Background: an optimization exercise with open tools, aiming at small area and a short achievable clock period. Do not read the settings as production practice. RTL that was checked went through simulation tests only; none was proved equivalent to the original. Only the layout flow was run in runs 3 and 4; the RTL was not checked for function there. No activity file was given, so power comes from the tool's default toggle rates.

[flow/design.v]
module wavegen (
    input  wire        clk,
    input  wire        rst,             
    input  wire [7:0]  cmd,
    input  wire        cmd_valid,
    output wire        cmd_ready,
    output reg         pin,
    output wire        running,
    output wire [31:0] freq_out,
    output wire [31:0] inc_out,
    output wire [7:0]  duty_high_out,
    output wire [7:0]  duty_low_out
);
    localparam [20:0] F_MAX = 21'd1_250_000;   
    localparam [34:0] NUM   = 35'd1_562_500;   
    reg [20:0] freq8;        
    reg        inc_sel;
    reg [5:0]  dh;           
    reg [5:0]  dl;           
    reg        run;
    reg        ready;
    reg [20:0] rem_r;        
    reg [13:0] quo;          
    reg [3:0]  dcnt;         
    reg [13:0] clkdiv_m1;    
    reg [13:0] tick_cnt;
    reg [3:0]  pattern_j;
    reg [3:0]  fq0, fq1, fq2, fq3;   
    reg [2:0]  fifo_cnt;
    reg [3:0]  cur_j;
    reg [3:0]  osr_rem;
    wire [11:0] lo_is, lo_il, lo_ds, lo_dl;
    wire [9:0]  hi_p, hi_m;
    wavegen_addk #(.W(11), .K(11'd125),  .SUB(0)) u_is (.a(freq8[10:0]), .s(lo_is));
    wavegen_addk #(.W(11), .K(11'd1250), .SUB(0)) u_il (.a(freq8[10:0]), .s(lo_il));
    wavegen_addk #(.W(11), .K(11'd125),  .SUB(1)) u_ds (.a(freq8[10:0]), .s(lo_ds));
    wavegen_addk #(.W(11), .K(11'd1250), .SUB(1)) u_dl (.a(freq8[10:0]), .s(lo_dl));
    wavegen_addk #(.W(10), .K(10'd1),    .SUB(0)) u_hp (.a(freq8[20:11]), .s({hp_c, hi_p}));
    wavegen_addk #(.W(10), .K(10'd1),    .SUB(1)) u_hm (.a(freq8[20:11]), .s({hm_c, hi_m}));
    wire hp_c, hm_c;
    wire [3:0] sat = {freq8 < 21'd1375, freq8 < 21'd250,
                      freq8 > F_MAX - 21'd1250, freq8 > F_MAX - 21'd125};
    wire [21:0] rem2 = {rem_r, quo[13]};
    wire [21:0] diff;
    wire        qbit;            
    wavegen_sub22 u_div (.a(rem2), .b({1'b0, freq8}), .d(diff), .nb(qbit));
    wire        dload = !ready && dcnt == 4'd15;
    always @(posedge clk) begin
        if (dload) begin
            rem_r <= NUM[34:14];
            quo   <= NUM[13:0];
        end else begin
            rem_r <= qbit ? diff[20:0] : rem2[20:0];
            if (!ready)
                quo <= {quo[12:0], qbit};
        end
    end
    reg [3:0] duty_j;
    always @(*) begin
        case (dh)
            6'd5:    duty_j = 4'd1;
            6'd10:   duty_j = 4'd2;
            6'd15:   duty_j = 4'd3;
            6'd20:   duty_j = 4'd4;
            6'd25:   duty_j = 4'd5;
            6'd30:   duty_j = 4'd6;
            6'd35:   duty_j = 4'd7;
            6'd40:   duty_j = 4'd8;
            default: duty_j = 4'd9;
        endcase
    end
    wire [5:0] dh_step = (dh == 6'd45) ? 6'd5  : dh + 6'd5;
    wire [5:0] dl_step = (dl == 6'd5)  ? 6'd45 : dl - 6'd5;
    wire tz   = (tick_cnt == 14'd0);
    wire rz   = (osr_rem == 4'd0);
    wire pull = tz & rz;
    wire push = !fifo_cnt[2];
    wire [13:0] tick_dec;
    wavegen_addk #(.W(14), .K(14'd1), .SUB(1)) u_tk (.a(tick_cnt), .s({tk_b, tick_dec}));
    wire tk_b;
    reg [3:0] head;
    always @(*) begin
        case (fifo_cnt[1:0])
            2'd3:    head = fq1;
            2'd2:    head = fq2;
            2'd1:    head = fq3;
            default: head = fq0;
        endcase
    end
    wire pin_tick = rz ? 1'b0 : (osr_rem <= cur_j);
    always @(posedge clk) begin
        if (!run) begin
            tick_cnt <= quo;
            osr_rem  <= 4'd0;
            fifo_cnt <= 3'd0;
        end else begin
            tick_cnt <= tz ? clkdiv_m1 : tick_dec;
            if (tz)
                osr_rem <= rz ? 4'd9 : osr_rem - 4'd1;
            if (push && !pull)
                fifo_cnt <= fifo_cnt + 3'd1;
            else if (pull && !push)
                fifo_cnt <= fifo_cnt - 3'd1;
        end
        if (pull)
            cur_j <= head;
        if (push) begin
            fq3 <= pattern_j;
            fq2 <= fq3;
            fq1 <= fq2;
            fq0 <= fq1;
        end
    end
    wire [20:0] freq8_d;
    wire        inc_sel_d, run_d, ready_d, pin_d, div_load;
    wire [5:0]  dh_d, dl_d;
    wire [3:0]  dcnt_d;
    wavegen_late u_late (
        .rst(rst), .cmd(cmd), .cmd_valid(cmd_valid),
        .ready(ready), .run(run), .pin(pin), .inc_sel(inc_sel),
        .freq8(freq8), .lo_is(lo_is), .lo_il(lo_il), .lo_ds(lo_ds), .lo_dl(lo_dl),
        .hi_p(hi_p), .hi_m(hi_m), .sat(sat),
        .dh(dh), .dl(dl), .dh_step(dh_step), .dl_step(dl_step),
        .dcnt(dcnt), .tz(tz), .pin_tick(pin_tick),
        .freq8_d(freq8_d), .inc_sel_d(inc_sel_d), .dh_d(dh_d), .dl_d(dl_d),
        .run_d(run_d), .ready_d(ready_d), .dcnt_d(dcnt_d), .pin_d(pin_d),
        .div_load(div_load)
    );
    always @(posedge clk) begin
        freq8   <= freq8_d;
        inc_sel <= inc_sel_d;
        dh      <= dh_d;
        dl      <= dl_d;
        run     <= run_d;
        ready   <= ready_d;
        dcnt    <= dcnt_d;
        pin     <= pin_d;
        if (div_load) begin
            clkdiv_m1 <= quo;
            pattern_j <= duty_j;
        end
    end
    assign cmd_ready     = ready;
    assign running       = run;
    assign freq_out      = {8'd0, freq8, 3'd0};
    assign inc_out       = inc_sel ? 32'd10_000 : 32'd1_000;
    assign duty_high_out = {1'b0, dh, 1'b0};
    assign duty_low_out  = {1'b0, dl, 1'b0};
endmodule
module wavegen_late (
    input  wire        rst,
    input  wire [7:0]  cmd,
    input  wire        cmd_valid,
    input  wire        ready,
    input  wire        run,
    input  wire        pin,
    input  wire        inc_sel,
    input  wire [20:0] freq8,
    input  wire [11:0] lo_is, lo_il, lo_ds, lo_dl,
    input  wire [9:0]  hi_p, hi_m,
    input  wire [3:0]  sat,
    input  wire [5:0]  dh, dl, dh_step, dl_step,
    input  wire [3:0]  dcnt,
    input  wire        tz,
    input  wire        pin_tick,
    output wire [20:0] freq8_d,
    output wire        inc_sel_d,
    output wire [5:0]  dh_d, dl_d,
    output wire        run_d,
    output wire        ready_d,
    output wire [3:0]  dcnt_d,
    output wire        pin_d,
    output wire        div_load
);
    localparam [20:0] F_MIN = 21'd125;
    localparam [20:0] F_MAX = 21'd1_250_000;
    localparam [20:0] F_RST = 21'd2_500;
    wire acc     = cmd_valid & ready & (cmd[3:1] == 3'b000);
    wire c_fr    = acc & (cmd[7:5] == 3'b001);             
    wire c_sel   = acc & (cmd[7:4] == 4'h4);
    wire acc0    = acc & !cmd[0];
    wire c_start = acc0 & (cmd[7:4] == 4'h1);
    wire c_step  = acc0 & (cmd[7:4] == 4'h5);
    wire c_sync  = acc0 & (cmd[7:4] == 4'h6);
    wire c_stop  = acc0 & (cmd[7:4] == 4'h7);
    wire dec     = cmd[4];
    wire sel     = cmd[0];
    reg [11:0] lo;
    reg        sat_x;
    always @(*) begin
        case ({dec, sel})
            2'b00:   begin lo = lo_is; sat_x = sat[0]; end
            2'b01:   begin lo = lo_il; sat_x = sat[1]; end
            2'b10:   begin lo = lo_ds; sat_x = sat[2]; end
            default: begin lo = lo_dl; sat_x = sat[3]; end
        endcase
    end
    wire [9:0]  hi    = lo[11] ? (dec ? hi_m : hi_p) : freq8[20:11];
    wire [20:0] f_new = sat_x ? (dec ? F_MIN : F_MAX) : {hi, lo[10:0]};
    assign freq8_d   = rst ? F_RST : c_fr ? f_new : freq8;
    assign inc_sel_d = rst ? 1'b1 : c_sel ? sel : inc_sel;
    assign dh_d      = rst ? 6'd25 : c_step ? dh_step : dh;
    assign dl_d      = rst ? 6'd25 : c_step ? dl_step : dl;
    assign run_d     = !rst & (c_start | (run & !c_stop));
    assign ready_d   = !rst & !c_fr & (ready | dcnt == 4'd0);
    assign dcnt_d    = (rst | c_fr) ? 4'd15 : (!ready && dcnt == 4'd15) ? 4'd13 : dcnt - 4'd1;
    assign pin_d     = rst ? 1'b0 :
                       !run ? (c_start | pin) :
                       (tz & !c_stop) ? pin_tick : pin;
    assign div_load  = !run | c_sync;
endmodule
module wavegen_addk #(parameter W = 8, parameter [W-1:0] K = 0, parameter SUB = 0) (
    input  wire [W-1:0] a,
    output wire [W:0]   s
);
    wire [W:0] c;
    assign c[0] = 1'b0;
    genvar i;
    generate
        for (i = 0; i < W; i = i + 1) begin : g
            assign s[i] = a[i] ^ K[i] ^ c[i];
            if (SUB == 0)
                assign c[i+1] = K[i] ? (a[i] | c[i]) : (a[i] & c[i]);
            else
                assign c[i+1] = K[i] ? (!a[i] | c[i]) : (!a[i] & c[i]);
        end
    endgenerate
    assign s[W] = c[W];
endmodule
module wavegen_sub22 (
    input  wire [21:0] a,
    input  wire [21:0] b,
    output wire [21:0] d,
    output wire        nb
);
    wire [22:0] c;               
    assign c[0] = 1'b0;
    genvar i;
    generate
        for (i = 0; i < 22; i = i + 1) begin : g
            wire p = a[i] ^ b[i];
            assign d[i]   = p ^ c[i];
            assign c[i+1] = p ? b[i] : c[i];
        end
    endgenerate
    assign nb = !c[22];
endmodule
[flow/flow/run.sh]
#!/bin/bash
# Layout flow: the standard ORFS flow (standard.sh), with three settings
# added on top of the standard flow's config.mk:
#  - SETUP_SLACK_MARGIN: repair_timing keeps working until every path has this
#    much slack at the design's clock period, so the gates on the paths from
#    the inputs and to the outputs get sized and buffered for speed;
#  - ADDER_MAP_FILE empty: Yosys does not extract half/full adder cells, so
#    ABC maps the (ripple) arithmetic to plain gates, which is smaller here.
# The clock period, constraints and synthesis script are the standard flow's.
set -euo pipefail
W=$(pwd)
MARGIN=$(cat flow/margin.txt)
cat > "$W/flow_config.mk" <<EOM
include $W/config.mk
export SETUP_SLACK_MARGIN = $MARGIN
export ADDER_MAP_FILE =
EOM
sed "s#DESIGN_CONFIG=[^ ]*#DESIGN_CONFIG=$W/flow_config.mk#" standard.sh > flow_standard.sh
bash flow_standard.sh > flow_make.log 2>&1
[flow/flow/margin.txt]
46.5
[flow/standard.sh]
#!/bin/bash
# synth_recipe.tcl (not shown) runs the flow's synth.tcl, then flattens the netlist and writes it again
# the make line also repeats each setting of config.mk as NAME=value (left out here)
make -C /OpenROAD-flow-scripts/flow DESIGN_CONFIG=/design/flow/config.mk WORK_HOME=/design/flow/orfs CLKGATE_MAP_FILE= SYNTH_SCRIPT=/design/flow/synth_recipe.tcl "${@:-finish}"
[flow/config.mk]
export PLATFORM = sky130hd
export DESIGN_NAME = wavegen
export DESIGN_NICKNAME = wavegen
export VERILOG_FILES = /design/flow/design.v
export SDC_FILE = /design/flow/constraint.sdc
export NUM_CORES = 4
export LEC_CHECK = 0
export CAP_MARGIN = 20
export CORE_MARGIN = 2
export CORE_UTILIZATION = 40
export CTS_BUF_LIST = sky130_fd_sc_hd__clkbuf_8
export SLEW_MARGIN = 20
[flow/constraint.sdc]
create_clock -name core_clock -period 60.0 [get_ports {clk}]
set_input_delay 12.0000 -clock core_clock [delete_from_list [all_inputs] [get_ports {clk}]]
set_output_delay 12.0000 -clock core_clock [all_outputs]
set_load 0.01 [all_outputs]
==> results of run 1 <==
-- placed cells by master, fill, tap and decap left out, drive strengths merged, types with 5 or more instances in the layout --
cell type,count
clkbuf,19
nor2b,11
buf,45
a21boi,5
a31oi,18
o21a,5
or3,23
nand3,23
mux2i,13
nand2,70
a211oi,7
inv,48
dlymetal6s2s,5
nand2b,13
dlygate4sd2,12
o211ai,15
o221ai,6
dfxtp,97
edfxtp,38
or4,14
and2,10
nor2,92
o21ai,65
a21o,6
a21oi,62
conb,40
o31ai,22
nor3,32
xnor2,32
nor4,8
clkinv,7
maj3,11
xor2,13
nand4,7
clkdlybuf4s50,31
-- area by class of cell --
class,instances,area share
clock buffer,18,0.02627
clock inverter,14,0.01220
inverter,44,0.01751
multi-input combinational,689,0.4647
sequential,135,0.3352
tap,265,0.03516
timing repair buffer,101,0.1089
-- through the flow --
step	total power (W)	setup slack, ns	instance area, um2
after floorplan	0.0001698	46.49	8123
after global placement	0.0001772	45.01	8426
after detailed placement	0.0001785	44.98	8426
after CTS	0.0002496	46.50	9200
after global routing	0.0002634	46.49	9432
final	0.0002479	46.54	9432
-- worst paths after layout --
path                          start             endpoint  slack (ns)  cells after the start
max           freq8[7]$_SDFFE_PP1P_         freq_out[10]       46.54                      1
min          pattern_j[1]$_DFFE_PP_     fq3[1]$_DFFE_PN_        0.42                      0
max reg2reg   freq8[0]$_SDFFE_PP0P_  rem_r[6]$_SDFF_PP1_       55.79                     12
min reg2reg  pattern_j[1]$_DFFE_PP_     fq3[1]$_DFFE_PN_        0.42                      0
-- state kept, by name (all words and copies together), names as in the netlist, 3 cells and up --
register,cells
fq0,4
quo,14
dl,6
clkdiv_m1,14
dh,6
osr_rem,4
tick_cnt,14
fq3,4
fifo_cnt,3
freq8,21
pattern_j,4
dcnt,4
fq1,4
rem_r,21
cur_j,4
fq2,4
-- where the power goes --
part / internal, W / leakage (nW) / switching [W]
registers: 0.000107 / 1.19 / 0.0000126
logic: 0.0000266 / 2.13 / 0.0000313
clock network: 0.0000334 / 0.193 / 0.0000367
total: 0.000167 / 3.52 / 0.0000806
-- cells by family (layout without fill, tap and decap cells) --
logic type	after synthesis	after routing	share of synthesized area
fa+ha+maj	11	11	0.01413
flops	135	135	0.3910
compound gates	252	252	0.2114
buf+inv	149	177	0.09713
mux	19	19	0.03079
other cells	2	40	0.0009526
xor+xnor	45	45	0.04999
simple gates	322	322	0.2046
-- per-layer routing --
| layer | up-vias | GRT usage | wire length, um |
|---|---|---|---|
| met5 | - | 0 | 0 |
| met2 | 166 | 0.2968 | 9156 |
| met1 | 3245 | 0.2633 | 9306 |
| met3 | 21 | 0.03179 | 813 |
| li1 | 3412 | - | - |
| met4 | 0 | 0.07001 | 271 |
-- what timing repair did --
item,4_1_cts,5_1_grt
gates cloned,4,0
setup endpoints to repair,79,34
pin swaps,9,9
setup buffers,15,21
gates resized for setup,84,27
==> results.yml, run 1 <==
logic_synthesis:
  yosysTopAreaCell: "dfxtp_1"
  ys_seq_area_frac: 0.3910
  yosysTopAreaCellShare: 0.2463
  postSynth.topFlopCell: "dfxtp_1"
  syn_area_um2: 7884
  synth.area.top_cells: "dfxtp_1 (25%), edfxtp_1 (14%), buf_4 (4.5%)"
  yosys.cell_types.count: 80
  async_flop_share: 0
  synth_edf_count: 38
  ys_ff_latch: 135
  yosysWarnings: 2
  synth.most_common_cell: "dfxtp_1"
  synth_common_cells: "dfxtp_1 (97), nor2_1 (92), nand2_1 (70)"
  netlist_instances: 935
  syn_avg_cell_area_um2: 8.432
die:
  die_area_um2: 20850
  die_y_um: 144.4
  io_pins: 94
  rows: 51
  coreArea_um2: 19400
  initial_core_util: 0.4064
  die_w_um: 144.4
clock_tree:
  hold_buffers: 0
  clockRootBuffer: "clkbuf_8"
  clockBufferDepth: 2
  clock_latency_ns: 0.45
  cts_buffers: 17
  cts_sinks: 135
  cts_tree: "built"
  clk_transition_reported_paths_ns: 0.08
  htree_num_levels: 4
place:
  dpl.cell_count: 1194
  port_buffers: 53
  gp_congestion: 0.8625
  post-dp-hpwl_mm: 12.81
pwr:
  worst_ir_drop_vdd_mv: 0.01403
  p_leak_nw: 3.520
  power.density_nw_per_um2: 26.29
timing:
  period_minus_slack_ns: 13.46
  hold_violations: 0
  setup_tns_ns: 0
  clock.fmax_mhz: 74.31
  fin_crit_sh: 0.2243
  worst_slew_pin_slew_ns: 1.010
  rsz0062_at_grt: "true"
  slew_violations: 0
  hold_ws_ns: 0.4208
  setup_viol: 0
  slew_headroom: 0.3268
  skew_ns: 0.01741
worst_setup_path:
  crit_required_ns: 48.00
  start_kind: "flip-flop"
  slowest_stage: "clkdlybuf4s50_1"
  cp_top_family: "buffers and inverters"
  end_kind: "output port"
  crit_buf_inv: 1
  critical-path-max-stage-delay_ns: 0.57
  path_cells: "clkdlybuf4s50_1"
  path_max_fanout: 10
  critPathArrivalTime_ns: 1.46
  critical_path_class: "reg2out"
routing:
  dr.pass1.iters: 5
  drtIter0Drc: 586
  wl_per_cell_um: 15.44
  vias: 6844
  drt_wl_total_mm: 19.55
  vias_per_cell: 5.406
  drtAntennaViolNets: 0
  drc_errors: 0
cells_and_area:
  area_growth_pct: 19.63
  final_util: 0.4862
  fill_cells: 1927
  fin_cells: 1266
  register_area_um2: 3162
  antennaDiodeCount: 0
  nets: 999
  multi_input_area_um2: 4383
  drive_above_1_share: 0.1548
global_routing:
  grtUsageTotal: 0.1896
  gr-total-overflow: 0
  antenna_found_initial: 0
  grt_max_degree: 40
  grt_pass1_wl_mm: 31.46
  grt_pass1_vias: 6042
status:
  status: "no timing/DRC/antenna violations"
flow_run:
  drv_cap: 0
hold_path:
  hp-class: "reg2reg"
==> inputs of run 2 (changes only) <==
==> flow/flow/margin.txt (replaced) <==
47
--- a/flow/config.mk
+++ b/flow/config.mk
@@ -7,2 +7,3 @@
 export LEC_CHECK = 0
+export ABC_AREA = 1
 export CAP_MARGIN = 20
==> run 2 against run 1 <==
Effect of this change: die area shrank 2.7%; worst hold slack gained 0.0014 ns; setup slack gained 0.16 ns; critical path depth grew 14; core utilization grew 3.8 points; combinational power grew about 50%; clock power grew 13%; critical endpoint is now freq8[14]$_SDFFE_PP0P_; design area grew 4.4%; global-route usage grew 1.9 points; register-to-register slack gained 0.87 ns; power grew 14%; fmax grew 1.2%.
==> results.yml, run 2 <==
status:
  status: "no timing/DRC/antenna violations"
logic_synthesis:
  yosysTopAreaCell: "dfxtp_1"
  syn_area_um2: 7667
  postSynth.topFlopCell: "dfxtp_1"
  yosysWarnings: 2
  ys_ff_latch: 135
  ys_seq_area_frac: 0.4021
  synth_edf_count: 38
  synth_common_cells: "nand2_1 (188), nor2_1 (137), inv_1 (136)"
  netlist_instances: 1047
  syn_avg_cell_area_um2: 7.323
  yosys.cell_types.count: 52
  synth.area.top_cells: "dfxtp_1 (25%), edfxtp_1 (15%), nand2_1 (9.2%)"
  yosysTopAreaCellShare: 0.2533
  synth.most_common_cell: "nand2_1"
  async_flop_share: 0
global_routing:
  antenna_found_initial: 0
  grt_max_degree: 34
  gr-total-overflow: 0
  grtUsageTotal: 0.2090
  grt_pass1_vias: 6455
  grt_pass1_wl_mm: 33.36
pwr:
  pwr-share-comb: 0.306
  netSwitchingPower_w: 0.0001059
  seqPwrFrac: 0.414
  p_sw_frac: 0.3736
  p_clk_frac: 0.280
  p_leak_nw: 4.332
  power.internal_w: 0.0001776
  power.density_nw_per_um2: 28.80
  worst_ir_drop_vdd_mv: 0.01589
worst_setup_path:
  slowest_stage: "a311oi_2"
  start_kind: "primary input"
  crit_required_ns: 60.36
  end_kind: "flip-flop"
  regToRegSetupSlack_ns: 56.66
  crit_buf_inv: 4
  critical-path-max-stage-delay_ns: 0.20
  rr_worst_depth: 22
  critical_path_class: "in2reg"
  path_cells: "buf_12, clkinvlp_4, nor2_4, nand4_1, a311oi_2, nor2_1, inv_2, nor2_4, inv_4, nand2_4, nand2_4, o211ai_1, a21oi_1, xor2_1, nor2_1"
  path_max_fanout: 5
  critPathArrivalTime_ns: 13.65
  r2r_end: "fifo_cnt[1]$_SDFFE_PN0P_"
  cp_top_family: "simple AND/OR/NAND/NOR gates"
  r2r-start: "tick_cnt[0]$_DFF_P_"
  cp-startpoint: "cmd[4]"
hold_path:
  min_to: "fq3[3]$_DFFE_PN_"
  min_from: "pattern_j[3]$_DFFE_PP_"
  hold_depth: 0
  hp-class: "reg2reg"
cells_and_area:
  mostFrequentLayoutCells: "nand2_1 (179), inv_1 (121), nor2_1 (120)"
  drive_above_1_share: 0.2847
  fill_cells: 1788
  multi_input_area_um2: 4124
  area_growth_pct: 28.36
  register_area_um2: 3204
  final_common_cell: "nand2_1"
  nets: 1178
  reg_top3: "freq8: 21 flops, rem_r: 21 flops"
clock_tree:
  cts_tree: "built"
  clockBufferDepth: 2
  htree_num_levels: 4
  hold_buffers: 0
  clock_latency_ns: 0.47
  clk_transition_reported_paths_ns: 0.08
  cts_buffers: 17
  clockRootBuffer: "clkbuf_8"
  cts_sinks: 135
timing:
  fin_crit_sh: 0.2216
  skew_ns: 0.01536
  rsz0062_at_grt: "true"
  period_minus_slack_ns: 13.30
  hold_ws_ns: 0.4222
  setup_viol: 0
  setup_tns_ns: 0
  clock.fmax_mhz: 75.21
  slew_headroom: 0.5469
  hold_violations: 0
  worst_slew_pin_slew_ns: 0.6789
  slew_violations: 0
die:
  io_pins: 94
  die_w_um: 142.5
  die_y_um: 142.5
  initial_core_util: 0.4085
  die_area_um2: 20290
  coreArea_um2: 18770
  rows: 50
routing:
  wl_per_cell_um: 14.98
  drc_errors: 0
  vias: 7173
  vias_per_cell: 5.069
  drt_wl_total_mm: 21.20
  dr.pass1.iters: 5
  drtIter0Drc: 540
  drtAntennaViolNets: 0
place:
  post-dp-hpwl_mm: 13.82
  gp_congestion: 0.9406
  port_buffers: 53
flow_run:
  drv_cap: 0
==> run 2: kinds of logic after synthesis <==
logic type / share of synthesized area
other: 0.0009795
AO/OA/AOI/OAI: 0.1384
AND/OR/NAND/NOR: 0.2724
flip-flops: 0.4021
buffers and inverters: 0.1395
XOR/XNOR: 0.04667
==> run 2: worst max-delay path by stage <==
| stage | to | cells after the start | slack (ns) |
|---|---|---|---|
| final | freq8[14]$_SDFFE_PP0P_ | 15 | 46.70 |
| after detailed placement | freq8[14]$_SDFFE_PP0P_ | 13 | 44.80 |
| after CTS | dh[4]$_SDFFE_PP1P_ | 12 | 46.74 |
| after floorplan | freq8[14]$_SDFFE_PP0P_ | 15 | 46.27 |
| after global routing | freq8[19]$_SDFFE_PP0P_ | 15 | 46.61 |
| after global placement | freq8[14]$_SDFFE_PP0P_ | 13 | 44.87 |
==> run 2: stage by stage <==
stage	total power, W	instances	util	cell area (um2)	worst slack, ns
after CTS	0.0002833	1388	0.4962	9313	46.74
final	0.0002835	1415	0.5244	9842	46.70
after global routing	0.0003039	1414	0.5243	9839	46.61
after floorplan	0.0001971	1085	-	7971	46.27
after detailed placement	0.0002040	1291	0.4393	8245	44.80
after global placement	0.0002032	1291	0.4393	8245	44.87
==> run 2: final cells by class <==
class,count,area share
clock inverter,14,0.01589
inverter,144,0.05899
timing repair buffer,144,0.1253
multi-input combinational,725,0.4190
clock buffer,18,0.02517
sequential,135,0.3256
antenna,1,0.0002543
tap,234,0.02975
==> run 2: worst register-to-register path, stage by stage (launching register included) <==
cell	delay (ns)
dfxtp_1	0.33
nor2_1	0.08
inv_1	0.07
nor2_1	0.09
inv_1	0.07
nor2_1	0.09
inv_1	0.07
nor2_1	0.08
inv_1	0.07
nor2_1	0.13
nand2_1	0.12
or3_1	0.37
nor2_1	0.13
inv_1	0.11
nor2_4	0.19
inv_1	0.27
nor2_2	0.33
inv_1	0.16
nor2_1	0.14
nand2_1	0.06
o21ai_1	0.09
o21ai_0	0.09
a21oi_1	0.13
==> run 2: power groups by stage <==
stage	clock, W	combinational (W)	sequential [W]
final	0.0000793	0.0000868	0.000117
after global routing	0.0000847	0.0000998	0.000119
after CTS	0.0000807	0.0000850	0.000118
after detailed placement	0	0.0000834	0.000121
after global placement	0	0.0000829	0.000120
after floorplan	0	0.0000789	0.000118
==> run 2: what timing repair did <==
item	CTS	global route
endpoints found under the setup margin	102	49
gates resized for setup	335	93
pin swaps	34	31
gates cloned	1	0
buffers inserted	64	25
==> run 2: per-layer routing <==
layer	routed length (um)	GRT usage
met1	9326	0.2704
met5	0	0
met3	1290	0.04341
met2	10020	0.3451
met4	568	0.07608
==> inputs of run 3 (changes only) <==
--- a/flow/design.v
+++ b/flow/design.v
@@ -32,3 +32,2 @@
     wire [11:0] lo_is, lo_il, lo_ds, lo_dl;
-    wire [9:0]  hi_p, hi_m;
     wavegen_addk #(.W(11), .K(11'd125),  .SUB(0)) u_is (.a(freq8[10:0]), .s(lo_is));
@@ -37,5 +36,12 @@
     wavegen_addk #(.W(11), .K(11'd1250), .SUB(1)) u_dl (.a(freq8[10:0]), .s(lo_dl));
-    wavegen_addk #(.W(10), .K(10'd1),    .SUB(0)) u_hp (.a(freq8[20:11]), .s({hp_c, hi_p}));
-    wavegen_addk #(.W(10), .K(10'd1),    .SUB(1)) u_hm (.a(freq8[20:11]), .s({hm_c, hi_m}));
-    wire hp_c, hm_c;
+    wire [9:0]  hi_p, hi_m;
+    assign hi_p[0] = 1'b1;
+    assign hi_m[0] = 1'b1;
+    genvar gi;
+    generate
+        for (gi = 1; gi < 10; gi = gi + 1) begin : g_hi
+            assign hi_p[gi] = hi_p[gi-1] &  freq8[10+gi];
+            assign hi_m[gi] = hi_m[gi-1] & !freq8[10+gi];
+        end
+    endgenerate
     wire [3:0] sat = {freq8 < 21'd1375, freq8 < 21'd250,
@@ -73,3 +79,6 @@
     wire [5:0] dl_step = (dl == 6'd5)  ? 6'd45 : dl - 6'd5;
-    wire tz   = (tick_cnt == 14'd0);
+    wire tz   = tk_b;               
+    wire [13:0] tick_dec;
+    wire        tk_b;
+    wavegen_addk #(.W(14), .K(14'd1), .SUB(1)) u_tk (.a(tick_cnt), .s({tk_b, tick_dec}));
     wire rz   = (osr_rem == 4'd0);
@@ -77,5 +86,2 @@
     wire push = !fifo_cnt[2];
-    wire [13:0] tick_dec;
-    wavegen_addk #(.W(14), .K(14'd1), .SUB(1)) u_tk (.a(tick_cnt), .s({tk_b, tick_dec}));
-    wire tk_b;
     reg [3:0] head;
@@ -197,3 +203,4 @@
     end
-    wire [9:0]  hi    = lo[11] ? (dec ? hi_m : hi_p) : freq8[20:11];
+    wire        cy    = lo[11];
+    wire [9:0]  hi    = freq8[20:11] ^ ({10{cy & !dec}} & hi_p | {10{cy & dec}} & hi_m);
     wire [20:0] f_new = sat_x ? (dec ? F_MIN : F_MAX) : {hi, lo[10:0]};
==> flow/flow/margin.txt (replaced) <==
46.5
--- a/flow/config.mk
+++ b/flow/config.mk
@@ -7,3 +7,2 @@
 export LEC_CHECK = 0
-export ABC_AREA = 1
 export CAP_MARGIN = 20
==> run 3 against run 2 <==
Effect of this change: clock-buffer cell count is 1 lower; clock skew down 0.0019 ns; cell count down 14%; synthesized cell count shrank 14%; die area grew 1.1%; flip-flop and latch count unchanged; via count fell by 9.6%; area after synthesis rose by 1.1%; design area decreased by 7.5%; worst hold slack worse by 0.0034 ns; setup slack lost 0.15 ns; critical path type unchanged; largest cell class unchanged; highest routed layer unchanged.
==> results.yml, run 3 <==
logic_synthesis:
  yosysWarnings: 2
  yosysTopAreaCell: "dfxtp_1"
  synth_common_cells: "dfxtp_1 (97), nand2_1 (76), nor2_1 (76)"
  synth_edf_count: 38
  ys_ff_latch: 135
  yosys.cell_types.count: 83
  async_flop_share: 0
  synth.most_common_cell: "dfxtp_1"
  syn_avg_cell_area_um2: 8.595
  postSynth.topFlopCell: "dfxtp_1"
  ys_seq_area_frac: 0.3977
  synth.area.top_cells: "dfxtp_1 (25%), edfxtp_1 (15%), buf_4 (4.5%)"
  netlist_instances: 902
  syn_area_um2: 7752
  yosysTopAreaCellShare: 0.2505
worst_setup_path:
  start_kind: "primary input"
  crit_required_ns: 60.32
  critical_path_class: "in2reg"
  end_kind: "flip-flop"
  critPathArrivalTime_ns: 13.76
  path_max_fanout: 22
place:
  dp_slack_ns: 45.02
  placed_cell_area_um2: 8327
  post-dp-hpwl_mm: 12.86
  gp_congestion: 0.8509
  port_buffers: 53
global_routing:
  gr-total-overflow: 0
  grt_pass1_wl_mm: 30.46
  grt_pass1_vias: 5720
  grt_max_degree: 38
  grtUsageTotal: 0.1883
  antenna_found_initial: 0
timing:
  rsz0062_at_grt: "false"
  clock.fmax_mhz: 74.36
  setup_tns_ns: 0
  hold_violations: 0
  hold_ws_ns: 0.4188
  fin_crit_sh: 0.2241
  period_minus_slack_ns: 13.45
  setup_viol: 0
  worst_slew_pin_slew_ns: 0.8549
  skew_ns: 0.01346
  slew_headroom: 0.4153
  timing.final.ws_setup_ns: 46.55
  slew_violations: 0
cells_and_area:
  nets: 950
  reg_top3: "freq8: 21 flops, rem_r: 21 flops"
  antennaDiodeCount: 0
  area_growth_pct: 17.46
  mostFrequentLayoutCells: "nand2_1 (72), nor2_1 (71), dfxtp_1 (70)"
  multi_input_area_um2: 4250
  final_common_cell: "nand2_1"
  fill_cells: 1773
  final_area_um2: 9106
  register_area_um2: 3164
  drive_above_1_share: 0.1492
die:
  coreArea_um2: 18830
  die_area_um2: 20510
  io_pins: 94
  die_y_um: 143.2
  rows: 50
  initial_core_util: 0.4117
  die_w_um: 143.2
hold_path:
  hp-class: "reg2reg"
routing:
  wl_per_cell_um: 15.72
  drc_errors: 0
  drtAntennaViolNets: 0
  dr.pass1.iters: 7
  vias_per_cell: 5.349
  drt_wl_total_mm: 19.05
  vias: 6483
  drtIter0Drc: 525
clock_tree:
  cts_buffers: 17
  cts_sinks: 135
  hold_buffers: 0
  cts_tree: "built"
  htree_num_levels: 4
  clk_transition_reported_paths_ns: 0.08
  clockRootBuffer: "clkbuf_8"
  clock_latency_ns: 0.44
  clockBufferDepth: 2
pwr:
  seqPwrFrac: 0.473
  p_leak_nw: 3.453
  netSwitchingPower_w: 0.00008067
  worst_ir_drop_vdd_mv: 0.01324
  pwr-share-comb: 0.235
  p_total_w: 0.0002525
  power.density_nw_per_um2: 27.73
  power.internal_w: 0.0001718
  p_sw_frac: 0.3195
  p_clk_frac: 0.292
status:
  status: "no timing/DRC/antenna violations"
flow_run:
  drv_cap: 0
## run 3: path summary, 6_finish.rpt
| check | start | end | slack [ns] | depth (start not counted) |
|---|---|---|---|---|
| setup / recovery | cmd[0] | freq8[6]$_SDFFE_PP1P_ | 46.55 | 8 |
| setup reg to reg | freq8[1]$_SDFFE_PP0P_ | rem_r[18]$_SDFF_PP0_ | 56.55 | 12 |
| hold reg to reg | pattern_j[0]$_DFFE_PP_ | fq3[0]$_DFFE_PN_ | 0.42 | 0 |
| hold / removal | pattern_j[0]$_DFFE_PP_ | fq3[0]$_DFFE_PN_ | 0.42 | 0 |
## run 3: stage by stage
stage / util / instances
2_1_floorplan: - / 940
3_3_place_gp: 0.4422 / 1159
3_5_place_dp: 0.4422 / 1159
4_1_cts: 0.4771 / 1202
5_1_grt: 0.4836 / 1212
6_report: 0.4836 / 1212
## run 3: final cells by class
| cell class | instances | share of cell area |
|---|---|---|
| Clock inverter | 15 | 0.01690 |
| Tap cell | 260 | 0.03572 |
| Sequential cell | 135 | 0.3475 |
| Timing Repair Buffer | 82 | 0.08849 |
| Multi-Input combinational cell | 657 | 0.4667 |
| Clock buffer | 17 | 0.02569 |
| Inverter | 46 | 0.01896 |
## run 3: cells by family (layout without fill, tap and decap cells)
| family | Yosys count | count (layout) | share of synthesized area |
|---|---|---|---|
| adder cells (fa/ha/maj) | 14 | 14 | 0.01840 |
| AO/OA/AOI/OAI | 233 | 233 | 0.1974 |
| AND/OR/NAND/NOR | 302 | 302 | 0.2022 |
| other | 2 | 40 | 0.0009687 |
| flip-flops | 135 | 135 | 0.3977 |
| buffers and inverters | 149 | 160 | 0.09667 |
| multiplexers | 17 | 18 | 0.03018 |
| XOR/XNOR | 50 | 50 | 0.05649 |
## run 3: power by group through the flow
stage / clock network [W] / logic (W) / registers, W
finish: 0.0000738 / 0.0000593 / 0.000119
CTS: 0.0000762 / 0.0000595 / 0.000119
floorplan: 0 / 0.0000529 / 0.000119
global route: 0.0000811 / 0.0000674 / 0.000122
detailed placement: 0 / 0.0000583 / 0.000122
global placement: 0 / 0.0000574 / 0.000122
## run 3: timing repair
action / 4_1_cts / 5_1_grt
endpoints found under the setup margin: 82 / 39
pin swaps: 8 / 11
buffers inserted: 9 / 10
cloned: 2 / 0
resized for setup: 71 / 29
## run 3: worst max-delay path, stage by stage
cell and delay (ns):
buf_2 0.34, or2_2 0.23, nor2_1 0.09, a21oi_4 0.22, nand2b_4 0.10, and2_4 0.15, or2_4 0.28, or3b_1 0.34
## run 3: per-layer routing
| layer | wire, um | track usage | part of all wire |
|---|---|---|---|
| met1 | 9183 | 0.2709 | 0.48 |
| met2 | 8709 | 0.2861 | 0.46 |
| met3 | 902 | 0.03555 | 0.047 |
| met4 | 255 | 0.05882 | 0.013 |
| met5 | 0 | 0 | 0 |
==> inputs of run 4 (changes only) <==
==> flow/flow/run.sh (replaced) <==
#!/bin/bash
# Layout flow: the standard ORFS flow (standard.sh) with the settings in
# flow/extra.mk added on top of the standard flow's config.mk:
#  - SETUP_SLACK_MARGIN: repair_timing keeps working until every path has this
#    much slack at the design's clock period, so the gates on the paths from
#    the inputs and to the outputs get sized and buffered for speed;
#  - ADDER_MAP_FILE empty: Yosys does not extract half/full adder cells, so
#    ABC maps the (ripple) arithmetic to plain gates, which is smaller here;
#  - BUFFER_PORTS_ARGS: the cell the port buffers start from.
# The clock period, constraints and synthesis script are the standard flow's.
set -euo pipefail
W=$(pwd)
{ echo "include $W/config.mk"; cat flow/extra.mk; } > "$W/flow_config.mk"
sed "s#DESIGN_CONFIG=[^ ]*#DESIGN_CONFIG=$W/flow_config.mk#" standard.sh > flow_standard.sh
bash flow_standard.sh > flow_make.log 2>&1
==> flow/flow/extra.mk (new file) <==
export SETUP_SLACK_MARGIN = 46.5
export ADDER_MAP_FILE =
export BUFFER_PORTS_ARGS = -buffer_cell sky130_fd_sc_hd__buf_2
removed: flow/flow/margin.txt
==> run 4 against run 3 <==
Effect of this change: still clean on timing, DRC and antenna; flip-flop and latch count is the same; critical path depth grew 2; fmax grew 0.45%; routed wire length shrank 3.4%; power shrank 0.36%; non-clock buffer count shrank 13; die area is the same; synthesized cell count is the same; global-route usage shrank 0.69 points; area after synthesis is the same; critical endpoint unchanged; largest cell class unchanged.
==> results.yml, run 4 <==
status:
  status: "no timing/DRC/antenna violations"
pwr:
  p_total_w: 0.0002516
  power.density_nw_per_um2: 29.42
  worst_ir_drop_vdd_mv: 0.01261
  p_leak_nw: 3.207
logic_synthesis:
  ys_seq_area_frac: 0.3977
  yosysTopAreaCell: "dfxtp_1"
  yosysTopAreaCellShare: 0.2505
  syn_avg_cell_area_um2: 8.595
  ys_ff_latch: 135
  synth_common_cells: "dfxtp_1 (97), nand2_1 (76), nor2_1 (76)"
  async_flop_share: 0
  synth_edf_count: 38
  yosysWarnings: 2
  synth.most_common_cell: "dfxtp_1"
  synth.area.top_cells: "dfxtp_1 (25%), edfxtp_1 (15%), buf_4 (4.5%)"
  syn_area_um2: 7752
  netlist_instances: 902
  postSynth.topFlopCell: "dfxtp_1"
  yosys.cell_types.count: 83
clock_tree:
  clock_latency_ns: 0.46
  cts_sinks: 135
  hold_buffers: 0
  htree_num_levels: 4
  clockBufferDepth: 2
  clockRootBuffer: "clkbuf_8"
  clk_transition_reported_paths_ns: 0.08
  cts_tree: "built"
  cts_buffers: 17
place:
  gp_congestion: 0.8843
  placed_cell_area_um2: 8061
  port_buffers: 53
  post-dp-hpwl_mm: 12.77
worst_setup_path:
  cp_top_family: "simple AND/OR/NAND/NOR gates"
  path_cells: "buf_4, nand2_4, nor2_1, o21ai_1, o31a_1, nor4_4, nand2b_4, and2_4, or2_1, or3b_1"
  slowest_stage: "or3b_1"
  r2r-start: "freq8[6]$_SDFFE_PP1P_"
  rr_worst_depth: 10
  critical-path-max-stage-delay_ns: 0.37
  critical_path_class: "in2reg"
  critPathArrivalTime_ns: 13.72
  end_kind: "flip-flop"
  crit_buf_inv: 1
  path_max_fanout: 22
  r2r_end: "rem_r[8]$_SDFF_PP0_"
  regToRegSetupSlack_ns: 56.46
  crit_required_ns: 60.34
  start_kind: "primary input"
timing:
  hold_violations: 0
  hold_ws_ns: 0.4293
  period_minus_slack_ns: 13.39
  skew_ns: 0.01589
  clock.fmax_mhz: 74.70
  fin_crit_sh: 0.2231
  rsz0062_at_grt: "false"
  setup_tns_ns: 0
  slew_violations: 0
  worst_slew_pin_slew_ns: 0.8838
  slew_headroom: 0.3956
  setup_viol: 0
routing:
  dr.max_layer_used: "met4"
  dr_wl_met3_um: 713
  vias_per_cell: 5.299
  wl_met2_mm: 8.379
  drc_errors: 0
  dr.pass1.iters: 5
  drt_wl_total_mm: 18.41
  wl_met1_mm: 8.927
  vias: 6348
  drtAntennaViolNets: 0
  wl_per_cell_um: 15.37
  drtIter0Drc: 428
global_routing:
  gr-total-overflow: 0
  grt_pass1_wl_mm: 29.52
  grtUsageTotal: 0.1815
  grt_max_degree: 38
  antenna_found_initial: 0
  grt_pass1_vias: 5749
die:
  die_area_um2: 20510
  die_y_um: 143.2
  initial_core_util: 0.4117
  coreArea_um2: 18830
  die_w_um: 143.2
  rows: 50
  io_pins: 94
cells_and_area:
  area_growth_pct: 10.33
  final_area_um2: 8553
  nets: 936
  antennaDiodeCount: 0
  reg_top3: "freq8: 21 flops, rem_r: 21 flops"
  mostFrequentLayoutCells: "dfxtp_1 (94), nor2_1 (74), nand2_1 (72)"
  drive_above_1_share: 0.1588
  fill_cells: 1835
  final_util: 0.4542
  final_common_cell: "dfxtp_1"
hold_path:
  min_to: "fq3[0]$_DFFE_PN_"
  hold_depth: 0
  min_from: "pattern_j[0]$_DFFE_PP_"
  hp-class: "reg2reg"
flow_run:
  drv_cap: 0
-- run 4: what timing repair did --
action | CTS | global route
gates cloned | 0 | 0
gates resized for setup | 4 | 13
setup buffers | 2 | 5
pin swaps | 2 | 2
endpoints found under the hold margin | 0 | 0
endpoints found under the setup margin | 24 | 16
-- run 4: cell families (layout without fill, tap and decap cells) --
family,count (synthesis),after routing,share of synthesized area
simple gates,302,302,0.2022
buf+inv,149,147,0.09667
flops,135,135,0.3977
fa+ha+maj,14,14,0.01840
xor+xnor,50,50,0.05649
compound gates,233,233,0.1974
mux,17,17,0.03018
other cells,2,40,0.0009687
-- run 4: report_power, final --
part | switching (W) | internal (W) | leakage [nW]
Clock | 0.0000396 | 0.0000336 | 0.179
Sequential | 0.0000120 | 0.000108 | 1.18
Combinational | 0.0000315 | 0.0000267 | 1.84
-- run 4: layout make-up --
class | count | area [um2] | area share
Clock buffer | 17 | 234.0 | 0.02736
Clock inverter | 15 | 143.9 | 0.01682
Inverter | 46 | 172.7 | 0.02019
Multi-Input combinational cell | 656 | 4197 | 0.4906
Sequential cell | 135 | 3087 | 0.3609
Tap cell | 260 | 325.3 | 0.03803
Timing Repair Buffer | 69 | 394.1 | 0.04608
-- run 4: how the worst max path moves through the flow --
stage,startpoint,end,slack (ns),cells after the start
3_3_place_gp,cmd[4],freq8[19]$_SDFFE_PP0P_,45.58,8
6_report,cmd[0],freq8[6]$_SDFFE_PP1P_,46.61,10
4_1_cts,freq8[5]$_SDFFE_PP0P_,freq_out[8],46.51,1
3_5_place_dp,cmd[4],freq8[10]$_SDFFE_PP0P_,45.48,8
2_1_floorplan,cmd[0],clkdiv_m1[0]$_DFFE_PP_,46.27,3
5_1_grt,cmd[2],dl[5]$_SDFFE_PP0P_,46.49,10
-- run 4: worst register-to-register path: cells and delay by family, from the launching register on --
family	cells	cell delay [ns]
AOI/OAI and AO/OA	6	1.57
and+or+nand+nor	3	1.05
DFF	1	0.67
xor gates and xnor gates	1	0.17
-- run 4: metal layers --
metal	vias up	GRT usage
li1	3200	-
met1	2983	0.2502
met2	138	0.2838
met3	27	0.03588
met4	0	0.06398
met5	-	0
-- run 4: stage by stage --
stage / worst slack, ns / cells
6_report: 46.61 / 1198
5_1_grt: 46.49 / 1198
4_1_cts: 46.51 / 1193
3_5_place_dp: 45.48 / 1159
3_3_place_gp: 45.58 / 1159
2_1_floorplan: 46.27 / 940
==> inputs of run 5 (changes only) <==
--- a/flow/design.v
+++ b/flow/design.v
@@ -49,5 +49,5 @@
     wire [21:0] rem2 = {rem_r, quo[13]};
-    wire [21:0] diff;
+    wire [21:0] flip;            
     wire        qbit;            
-    wavegen_sub22 u_div (.a(rem2), .b({1'b0, freq8}), .d(diff), .nb(qbit));
+    wavegen_sub22 u_div (.a(rem2), .b({1'b0, freq8}), .x(flip), .nb(qbit));
     wire        dload = !ready && dcnt == 4'd15;
@@ -58,3 +58,3 @@
         end else begin
-            rem_r <= qbit ? diff[20:0] : rem2[20:0];
+            rem_r <= rem2[20:0] ^ ({21{qbit}} & flip[20:0]);
             if (!ready)
@@ -239,3 +239,3 @@
     input  wire [21:0] b,
-    output wire [21:0] d,
+    output wire [21:0] x,
     output wire        nb
@@ -248,3 +248,3 @@
             wire p = a[i] ^ b[i];
-            assign d[i]   = p ^ c[i];
+            assign x[i]   = b[i] ^ c[i];
             assign c[i+1] = p ? b[i] : c[i];
==> flow/flow/extra.mk (replaced) <==
export SETUP_SLACK_MARGIN = 46.5
export ADDER_MAP_FILE =
export BUFFER_PORTS_ARGS = -buffer_cell sky130_fd_sc_hd__buf_1
==> run 5 against run 4 <==
Effect of this change: global-route usage decreased by 1.3 points; synthesized cell count decreased by 2.1%; area after synthesis decreased by 2.1%; power decreased by 1.6%; sequential power about the same; routed wire length decreased by 7.0%; non-clock buffer count increased by 14; worst hold slack got worse by 0.0086 ns; setup slack got worse by 0.18 ns; clock skew increased by 0.00061 ns; register-to-register slack got worse by 0.58 ns; core utilization increased by 0.088 points; critical path type unchanged; critical endpoint is now freq8[12]$_SDFFE_PP0P_; largest power group unchanged.
==> results.yml, run 5 <==
status:
  status: "no timing/DRC/antenna violations"
clock_tree:
  clockBufferDepth: 2
  cts_tree: "built"
  cts_sinks: 135
  cts_buffers: 17
  clock_latency_ns: 0.45
  hold_buffers: 0
  htree_num_levels: 4
  clockRootBuffer: "clkbuf_8"
  clk_transition_reported_paths_ns: 0.08
timing:
  setup_viol: 0
  worst_slew_pin_slew_ns: 1.045
  rsz0062_at_grt: "true"
  slew_headroom: 0.3036
  hold_violations: 0
  skew_ns: 0.01650
  period_minus_slack_ns: 13.57
  fin_crit_sh: 0.2261
  setup_tns_ns: 0
  slew_violations: 0
  clock.fmax_mhz: 73.70
worst_setup_path:
  critical-path-max-stage-delay_ns: 0.29
  slowest_stage: "o31ai_4"
  path_max_fanout: 8
  path_cells: "buf_8, buf_12, buf_4, buf_4, or2_4, o31ai_4, buf_12, nor4_1, a311oi_1, a31oi_1, a2111oi_2"
  end_kind: "flip-flop"
  rr_worst_depth: 13
  crit_required_ns: 60.35
  critical_path_class: "in2reg"
  start_kind: "primary input"
  critPathArrivalTime_ns: 13.91
logic_synthesis:
  yosysTopAreaCellShare: 0.2559
  yosys.cell_types.count: 76
  netlist_instances: 883
  postSynth.topFlopCell: "dfxtp_1"
  ys_ff_latch: 135
  synth_common_cells: "dfxtp_1 (97), nor2_1 (78), o21ai_0 (65)"
  yosysTopAreaCell: "dfxtp_1"
  synth.most_common_cell: "dfxtp_1"
  yosysWarnings: 2
  syn_avg_cell_area_um2: 8.594
  synth.area.top_cells: "dfxtp_1 (26%), edfxtp_1 (15%), buf_4 (4.7%)"
  synth_edf_count: 38
  ys_seq_area_frac: 0.4063
  syn_area_um2: 7589
  async_flop_share: 0
die:
  rows: 50
  initial_core_util: 0.4070
  die_w_um: 141.7
  die_area_um2: 20090
  io_pins: 94
  coreArea_um2: 18640
  die_y_um: 141.7
routing:
  dr.pass1.iters: 5
  drc_errors: 0
  wl_per_cell_um: 14.66
  vias_per_cell: 5.420
  drtIter0Drc: 390
  drt_wl_total_mm: 17.13
  drtAntennaViolNets: 0
  vias: 6331
place:
  gp_congestion: 0.8646
  placed_cell_area_um2: 7789
  port_buffers: 53
  post-dp-hpwl_mm: 11.52
flow_run:
  drv_cap: 0
cells_and_area:
  drive_above_1_share: 0.1231
  mostFrequentLayoutCells: "dfxtp_1 (97), nor2_1 (76), o21ai_0 (62)"
  nets: 932
  antennaDiodeCount: 0
  reg_top3: "freq8: 21 flops, rem_r: 21 flops"
  final_common_cell: "dfxtp_1"
  area_growth_pct: 11.81
  final_area_um2: 8484
hold_path:
  hold_depth: 0
  hp-class: "reg2reg"
pwr:
  worst_ir_drop_vdd_mv: 0.01540
  power.density_nw_per_um2: 29.18
  p_leak_nw: 2.997
global_routing:
  grt_pass1_wl_mm: 27.54
  gr-total-overflow: 0
  grtUsageTotal: 0.1687
  grt_max_degree: 40
  grt_pass1_vias: 5568
  antenna_found_initial: 0
-- run 5: kinds of logic after synthesis --
group / after synthesis / synth area share
simple gates: 296 / 0.2051
compound gates: 232 / 0.1956
buf+inv: 146 / 0.09761
flops: 135 / 0.4063
xor+xnor: 47 / 0.05425
mux: 14 / 0.02539
fa+ha+maj: 11 / 0.01484
other cells: 2 / 0.0009897
-- run 5: per-layer routing --
layer	GRT usage	vias up	part of all wire
met5	0	-	0
met4	0.05684	0	0.017
met3	0.03645	27	0.046
met2	0.2703	178	0.47
met1	0.2267	2982	0.47
li1	-	3144	-
-- run 5: layout make-up --
class | instances | area, um2
clock buffers | 18 | 247.7
clock inverters | 14 | 116.4
fillers | 1865 | 10160
inverters | 44 | 165.2
multi-input cells | 640 | 4073
flip-flops and latches | 135 | 3083
well taps | 234 | 292.8
repair buffers | 83 | 506.7
-- run 5: power breakdown --
part           leakage [nW]  internal, W  switching [W]
registers              1.18     0.000109      0.0000116
clock network         0.186    0.0000306      0.0000390
logic                  1.63    0.0000263      0.0000315
-- run 5: critical path, delay by kind of cell --
family | cells | cell delay, ns
AOI/OAI and AO/OA | 4 | 0.91
buffers and inverters | 5 | 0.67
and+or+nand+nor | 2 | 0.32
-- run 5: worst paths after layout --
check,startpoint,end,slack [ns]
worst max-delay path,cmd[4],freq8[12]$_SDFFE_PP0P_,46.43
worst min-delay path,pattern_j[2]$_DFFE_PP_,fq3[2]$_DFFE_PN_,0.42
worst max register to register,freq8[0]$_SDFFE_PP0P_,rem_r[0]$_SDFF_PP1_,55.88
worst min register to register,pattern_j[2]$_DFFE_PP_,fq3[2]$_DFFE_PN_,0.42
-- run 5: what timing repair did --
action	in CTS	in global routing
pin swaps	2	14
buffers inserted	6	15
resized for setup	6	25
cloned	0	2
endpoints found under the setup margin	12	17
-- run 5: metrics by stage --
step                      hold WS [ns]  utilization  total power [W]  setup slack (ns)  std cells
final                           0.4207       0.4551        0.0002476             46.43       1168
after global routing            0.4296       0.4551        0.0002634             46.36       1168
after CTS                       0.4230       0.4407        0.0002488             46.51       1151
after detailed placement        0.4045       0.4178        0.0001784             45.74       1113
after global placement          0.4015       0.4178        0.0001770             45.75       1113
after floorplan                 0.4003            -        0.0001693             46.33        921
==> inputs of run 6 (changes only) <==
==> flow/flow/extra.mk (replaced) <==
export SETUP_SLACK_MARGIN = 47
export ADDER_MAP_FILE =
export BUFFER_PORTS_ARGS = -buffer_cell sky130_fd_sc_hd__buf_2
==> run 6 against run 5 <==
Effect of this change: routed wire length rose by 14%; non-clock buffer count rose by 65; clock-buffer cell count did not move; power rose by 0.92%; cell count rose by 5.7%; combinational power rose by 3%; global-route usage rose by 2.1 points; area after synthesis did not move; worst hold slack improved by 0.0067 ns; largest power group unchanged.
==> results.yml, run 6 <==
global_routing:
  gr-total-overflow: 0
  grt_pass1_vias: 5969
  grtUsageTotal: 0.1896
  grt_pass1_wl_mm: 30.28
  grt_max_degree: 40
  antenna_found_initial: 0
routing:
  drtIter0Drc: 473
  drc_errors: 0
  dr.pass1.iters: 5
  vias_per_cell: 5.469
  wl_per_cell_um: 15.79
  drt_wl_total_mm: 19.50
  vias: 6754
  drtAntennaViolNets: 0
clock_tree:
  clockBufferDepth: 2
  cts_tree: "built"
  cts_sinks: 135
  htree_num_levels: 4
  hold_buffers: 0
  clock_latency_ns: 0.45
  clk_transition_reported_paths_ns: 0.08
  clockRootBuffer: "clkbuf_8"
  cts_buffers: 17
logic_synthesis:
  syn_area_um2: 7589
  ys_ff_latch: 135
  ys_seq_area_frac: 0.4063
  async_flop_share: 0
  yosysTopAreaCell: "dfxtp_1"
  synth_edf_count: 38
  yosysWarnings: 2
  synth.area.top_cells: "dfxtp_1 (26%), edfxtp_1 (15%), buf_4 (4.7%)"
  synth.most_common_cell: "dfxtp_1"
  yosysTopAreaCellShare: 0.2559
  yosys.cell_types.count: 76
  syn_avg_cell_area_um2: 8.594
  netlist_instances: 883
  synth_common_cells: "dfxtp_1 (97), nor2_1 (78), o21ai_0 (65)"
  postSynth.topFlopCell: "dfxtp_1"
cells_and_area:
  final_util: 0.5219
  drive_above_1_share: 0.3217
  mostFrequentLayoutCells: "buf_4 (67), nor2_1 (64), dfxtp_1 (61)"
  antennaDiodeCount: 0
  nets: 999
  fill_cells: 1670
  final_area_um2: 9729
  final_common_cell: "buf_4"
  area_growth_pct: 28.21
  reg_top3: "freq8: 21 flops, rem_r: 21 flops"
hold_path:
  hold_depth: 0
  hp-class: "reg2reg"
place:
  port_buffers: 53
  placed_cell_area_um2: 7905
  post-dp-hpwl_mm: 11.46
  gp_congestion: 0.8405
timing:
  slew_headroom: 0.3160
  skew_ns: 0.01316
  setup_tns_ns: 0
  worst_slew_pin_slew_ns: 1.026
  rsz0062_at_grt: "true"
  slew_violations: 0
  clock.fmax_mhz: 74.99
  fin_crit_sh: 0.2223
  hold_violations: 0
  period_minus_slack_ns: 13.34
  setup_viol: 0
pwr:
  p_leak_nw: 3.653
  worst_ir_drop_vdd_mv: 0.01494
  power.density_nw_per_um2: 25.68
  p_total_w: 0.0002498
worst_setup_path:
  crit_required_ns: 60.34
  path_max_fanout: 13
  critical_path_class: "in2reg"
  start_kind: "primary input"
  end_kind: "flip-flop"
  critPathArrivalTime_ns: 13.68
  rr_worst_depth: 15
die:
  die_area_um2: 20090
  die_y_um: 141.7
  io_pins: 94
  die_w_um: 141.7
  rows: 50
  initial_core_util: 0.4070
  coreArea_um2: 18640
status:
  status: "no timing/DRC/antenna violations"
flow_run:
  drv_cap: 0
-- run 6: cell types whose count changed in the layout (fill, tap and decap cells not counted), sizes merged --
cell      delta
clkbuf       -2
bufbuf       +2
and3b        +2
clkinvlp     +2
buf         +65
bufinv       +1
clkinv       -1
inv          -2
-- run 6: metal layers --
layer  part of all wire  wire length (um)  track usage
met5                  0                 0            0
met4              0.018               348      0.06474
met3              0.053              1034      0.03712
met2               0.49              9550       0.3132
met1               0.44              8566       0.2489
-- run 6: per-stage QoR --
stage                     setup WS (ns)  hold slack [ns]  instances
after floorplan                   46.36           0.4003        921
after global placement            45.73           0.4021       1110
after detailed placement          45.64           0.4075       1110
after CTS                         46.69           0.4274       1205
after global routing              46.62           0.4335       1235
final                             46.66           0.4275       1235
-- run 6: kinds of logic after synthesis --
logic type	count (synthesis)	share of synthesized area
AO/OA/AOI/OAI	232	0.1956
XOR/XNOR	47	0.05425
adder cells (fa/ha/maj)	11	0.01484
buffers and inverters	146	0.09761
flip-flops	135	0.4063
multiplexers	14	0.02539
other	2	0.0009897
AND/OR/NAND/NOR	296	0.2051
-- run 6: layout make-up --
type	count	area (um2)	share of cell area
repair buffers	148	1267	0.1303
flip-flops and latches	135	3203	0.3292
well taps	234	292.8	0.03009
multi-input cells	642	4423	0.4546
clock buffers	18	247.7	0.02546
clock inverters	14	125.1	0.01286
inverters	44	170.2	0.01749
-- run 6: path summary, 6_finish.rpt --
| kind | from | to | slack [ns] |
|---|---|---|---|
| worst max-delay path | cmd[0] | freq8[12]$_SDFFE_PP0P_ | 46.66 |
| worst min-delay path | pattern_j[3]$_DFFE_PP_ | fq3[3]$_DFFE_PN_ | 0.43 |
| worst max register to register | freq8[6]$_SDFFE_PP1P_ | rem_r[1]$_SDFF_PP1_ | 56.09 |
| worst min register to register | pattern_j[3]$_DFFE_PP_ | fq3[3]$_DFFE_PN_ | 0.43 |
-- run 6: critical path, cell delays in order --
cell and delay, ns:
buf_16 0.13, nor3b_2 0.15, nor3_1 0.22, a311o_2 0.32
buf_4 0.17, nor2_4 0.04, a311oi_1 0.26, a31oi_1 0.09
a2111oi_2 0.30
-- run 6: what timing repair did --
item | in CTS | in global routing
setup endpoints to repair | 97 | 56
gates resized for setup | 120 | 81
buffers inserted | 59 | 30
cloned | 4 | 0
pin swaps | 22 | 46
-- run 6: power breakdown --
group	internal [W]	switching, W	total [W]
clock	0.0000340	0.0000377	0.0000717
sequential	0.000107	0.0000115	0.000119
combinational	0.0000274	0.0000319	0.0000594
total	0.000169	0.0000812	0.000250
==> inputs of run 7 (changes only) <==
==> flow/flow/extra.mk (replaced) <==
export SETUP_SLACK_MARGIN = 46.5
export ADDER_MAP_FILE =
export BUFFER_PORTS_ARGS = -buffer_cell sky130_fd_sc_hd__buf_2
--- a/flow/config.mk
+++ b/flow/config.mk
@@ -7,2 +7,3 @@
 export LEC_CHECK = 0
+export ABC_AREA = 1
 export CAP_MARGIN = 20
==> run 7 against run 6 <==
Effect of this change: largest cell class unchanged; critical endpoint is now freq8[20]$_SDFFE_PP0P_; global-route usage is 0.68 points lower; die area is 0.59% lower; combinational power is 18% higher; power is 3.5% higher.
==> results.yml, run 7 <==
timing:
  setup_viol: 0
  slew_violations: 0
  setup_tns_ns: 0
  worst_slew_pin_slew_ns: 0.7356
  skew_ns: 0.01415
  period_minus_slack_ns: 13.63
  hold_violations: 0
  fin_crit_sh: 0.2272
  slew_headroom: 0.5091
  clock.fmax_mhz: 73.34
  timing.final.ws_setup_ns: 46.37
  rsz0062_at_grt: "true"
cells_and_area:
  multi_input_area_um2: 3804
  fill_cells: 1899
  antennaDiodeCount: 0
  area_growth_pct: 13.35
  mostFrequentLayoutCells: "nand2_1 (222), dfxtp_1 (96), inv_1 (91)"
  nets: 1095
  final_common_cell: "nand2_1"
  reg_top3: "freq8: 21 flops, rem_r: 21 flops"
  register_area_um2: 3084
  drive_above_1_share: 0.2015
worst_setup_path:
  critPathArrivalTime_ns: 13.96
  critical-path-max-stage-delay_ns: 0.15
  crit_required_ns: 60.33
  path_cells: "buf_12, buf_12, inv_6, nor2_4, inv_4, a21oi_4, nand3_2, o2111ai_2, nand2_2, nor2_4, nand4_1, nor2_1, inv_2, nor2_4, nand2_2, o21ai_2, xor2_1, nor2_1, o22ai_2"
  critical_path_class: "in2reg"
  slowest_stage: "nor2_4"
  path_max_fanout: 6
  cp_top_family: "simple AND/OR/NAND/NOR gates"
  crit_buf_inv: 5
  worst_path_most_repeated_cell: "nor2_4"
  start_kind: "primary input"
  end_kind: "flip-flop"
global_routing:
  grt_pass1_wl_mm: 29.50
  grtUsageTotal: 0.1827
  antenna_found_initial: 0
  gr-total-overflow: 0
  grt_pass1_vias: 6111
  grt_max_degree: 42
clock_tree:
  clockRootBuffer: "clkbuf_8"
  htree_num_levels: 4
  clockBufferDepth: 2
  clk_transition_reported_paths_ns: 0.08
  cts_buffers: 17
  cts_sinks: 135
  clock_latency_ns: 0.45
  cts_tree: "built"
logic_synthesis:
  ys_seq_area_frac: 0.4088
  async_flop_share: 0
  yosys.cell_types.count: 49
  yosysTopAreaCellShare: 0.2575
  synth_common_cells: "nand2_1 (226), dfxtp_1 (97), nor2_1 (97)"
  syn_avg_cell_area_um2: 7.394
  yosysTopAreaCell: "dfxtp_1"
  netlist_instances: 1020
  synth.area.top_cells: "dfxtp_1 (26%), edfxtp_1 (15%), nand2_1 (11%)"
  ys_ff_latch: 135
  yosysWarnings: 2
  synth.most_common_cell: "nand2_1"
  synth_edf_count: 38
  postSynth.topFlopCell: "dfxtp_1"
  syn_area_um2: 7542
routing:
  vias: 6625
  drt_wl_total_mm: 17.96
  drtAntennaViolNets: 0
  vias_per_cell: 4.977
  dr.pass1.iters: 5
  wl_per_cell_um: 13.49
  drtIter0Drc: 448
  drc_errors: 0
place:
  gp_congestion: 0.9523
  port_buffers: 53
  post-dp-hpwl_mm: 12.84
  dp_slack_ns: 45.57
hold_path:
  hp-class: "reg2reg"
die:
  coreArea_um2: 18580
  die_area_um2: 19970
  rows: 50
  io_pins: 94
  initial_core_util: 0.4059
  die_w_um: 141.3
  die_y_um: 141.3
pwr:
  power.density_nw_per_um2: 30.25
  p_leak_nw: 3.770
  p_total_w: 0.0002586
  worst_ir_drop_vdd_mv: 0.02189
status:
  status: "no timing/DRC/antenna violations"
flow_run:
  drv_cap: 0
run 7: kinds of logic after synthesis:
| logic type | Yosys count | synth area share |
|---|---|---|
| xor+xnor | 37 | 0.04297 |
| flops | 135 | 0.4088 |
| buf+inv | 196 | 0.1267 |
| compound gates | 169 | 0.1296 |
| simple gates | 481 | 0.2910 |
| other cells | 2 | 0.0009957 |
run 7: final timing paths:
kind	start	endpoint	slack (ns)	cells after the start
setup / recovery	cmd[4]	freq8[20]$_SDFFE_PP0P_	46.37	19
hold / removal	pattern_j[3]$_DFFE_PP_	fq3[3]$_DFFE_PN_	0.42	0
setup reg to reg	freq8[0]$_SDFFE_PP0P_	rem_r[8]$_SDFF_PP0_	56.63	25
hold reg to reg	pattern_j[3]$_DFFE_PP_	fq3[3]$_DFFE_PN_	0.42	0
run 7: timing repair:
item,4_1_cts,5_1_grt
resized for setup,19,28
pin swaps,14,19
setup endpoints to repair,15,14
hold buffers,0,0
buffers inserted,15,11
run 7: area by class of cell:
cell class | count | share of cell area
clock buffer | 18 | 0.02898
clock inverter | 14 | 0.01215
inverter | 121 | 0.05532
multi-input combinational | 727 | 0.4449
sequential | 135 | 0.3607
tap | 234 | 0.03425
timing repair buffer | 82 | 0.06366
run 7: metal layers:
| metal | routed length [um] | GRT usage |
|---|---|---|
| met1 | 8313 | 0.2342 |
| met2 | 8195 | 0.2951 |
| met3 | 885 | 0.03915 |
| met4 | 565 | 0.08632 |
| met5 | 0 | 0 |
run 7: stage by stage:
stage / std cells / util / hold WS (ns) / area (um2)
floorplan: 1058 / - / 0.3888 / 7764
global placement: 1273 / 0.4214 / 0.4025 / 7830
detailed placement: 1273 / 0.4214 / 0.4061 / 7830
CTS: 1320 / 0.4506 / 0.4260 / 8372
global route: 1331 / 0.4601 / 0.4452 / 8549
finish: 1331 / 0.4601 / 0.4241 / 8549
run 7: worst register-to-register path, stage by stage (launching register included):
cell and delay (ns):
dfxtp_1 0.64, nand3_1 0.16, nand2_1 0.10, nand3_1 0.11
nand3_2 0.10, nand3_2 0.08, nand3_2 0.07, nand3_1 0.11
nand3_2 0.13, nand3_2 0.09, nand3_2 0.07, nand3_1 0.11
nand3_2 0.10, nand3_2 0.08, nand3_2 0.08, nand3_2 0.07
nand3_1 0.10, nand3_2 0.09, nand3_2 0.08, nand3_2 0.08
nand3_1 0.09, nand2_1 0.09, nand2_2 0.08, nand2_4 0.25
a21oi_1 0.24, nor2_1 0.06
run 7: where the power goes:
group / internal, W / switching, W
clock: 0.0000300 / 0.0000381
combinational: 0.0000264 / 0.0000438
sequential: 0.000109 / 0.0000112
total: 0.000165 / 0.0000932

separate check: timing with driven ports:
Ports are ideal in the flow. The routed layouts listed here were re-timed in OpenROAD. Step 1: set_driving_cell puts a clkbuf_16 on clk and a buf_2 on each other input, an assumption about the parent block. Step 2 moves the port delays by t, midway between the first and last clock arrival at a register: inputs arrive t later, outputs are due t later. That takes back most of the time a late clock gives input paths. a / b / c = ideal ports / drivers / drivers and shift; a / b = the first two.
run | t (ns) | setup WS [ns] | hold WS [ns]
run 1 | 0.486 | 46.543 / 46.501 / 46.077 | 0.421 / 0.421 / 0.421
run 2 | 0.499 | 46.704 / 46.659 / 46.160 | 0.422 / 0.422 / 0.422
run 3 | 0.472 | 46.553 / 46.519 / 46.100 | 0.419 / 0.419 / 0.419
run 4 | 0.491 | 46.613 / 46.580 / 46.139 | 0.429 / 0.429 / 0.429
run 5 | 0.480 | 46.432 / 46.434 / 45.954 | 0.421 / 0.421 / 0.421
run 6 | 0.489 | 46.664 / 46.632 / 46.143 | 0.427 / 0.427 / 0.427
run 7 | 0.480 | 46.365 / 46.332 / 45.852 | 0.424 / 0.424 / 0.424
After both steps setup and hold are still met in every run listed. The setup slack of run 2, which loses most, moves by -0.045 ns with the drivers and by -0.544 ns with both steps.
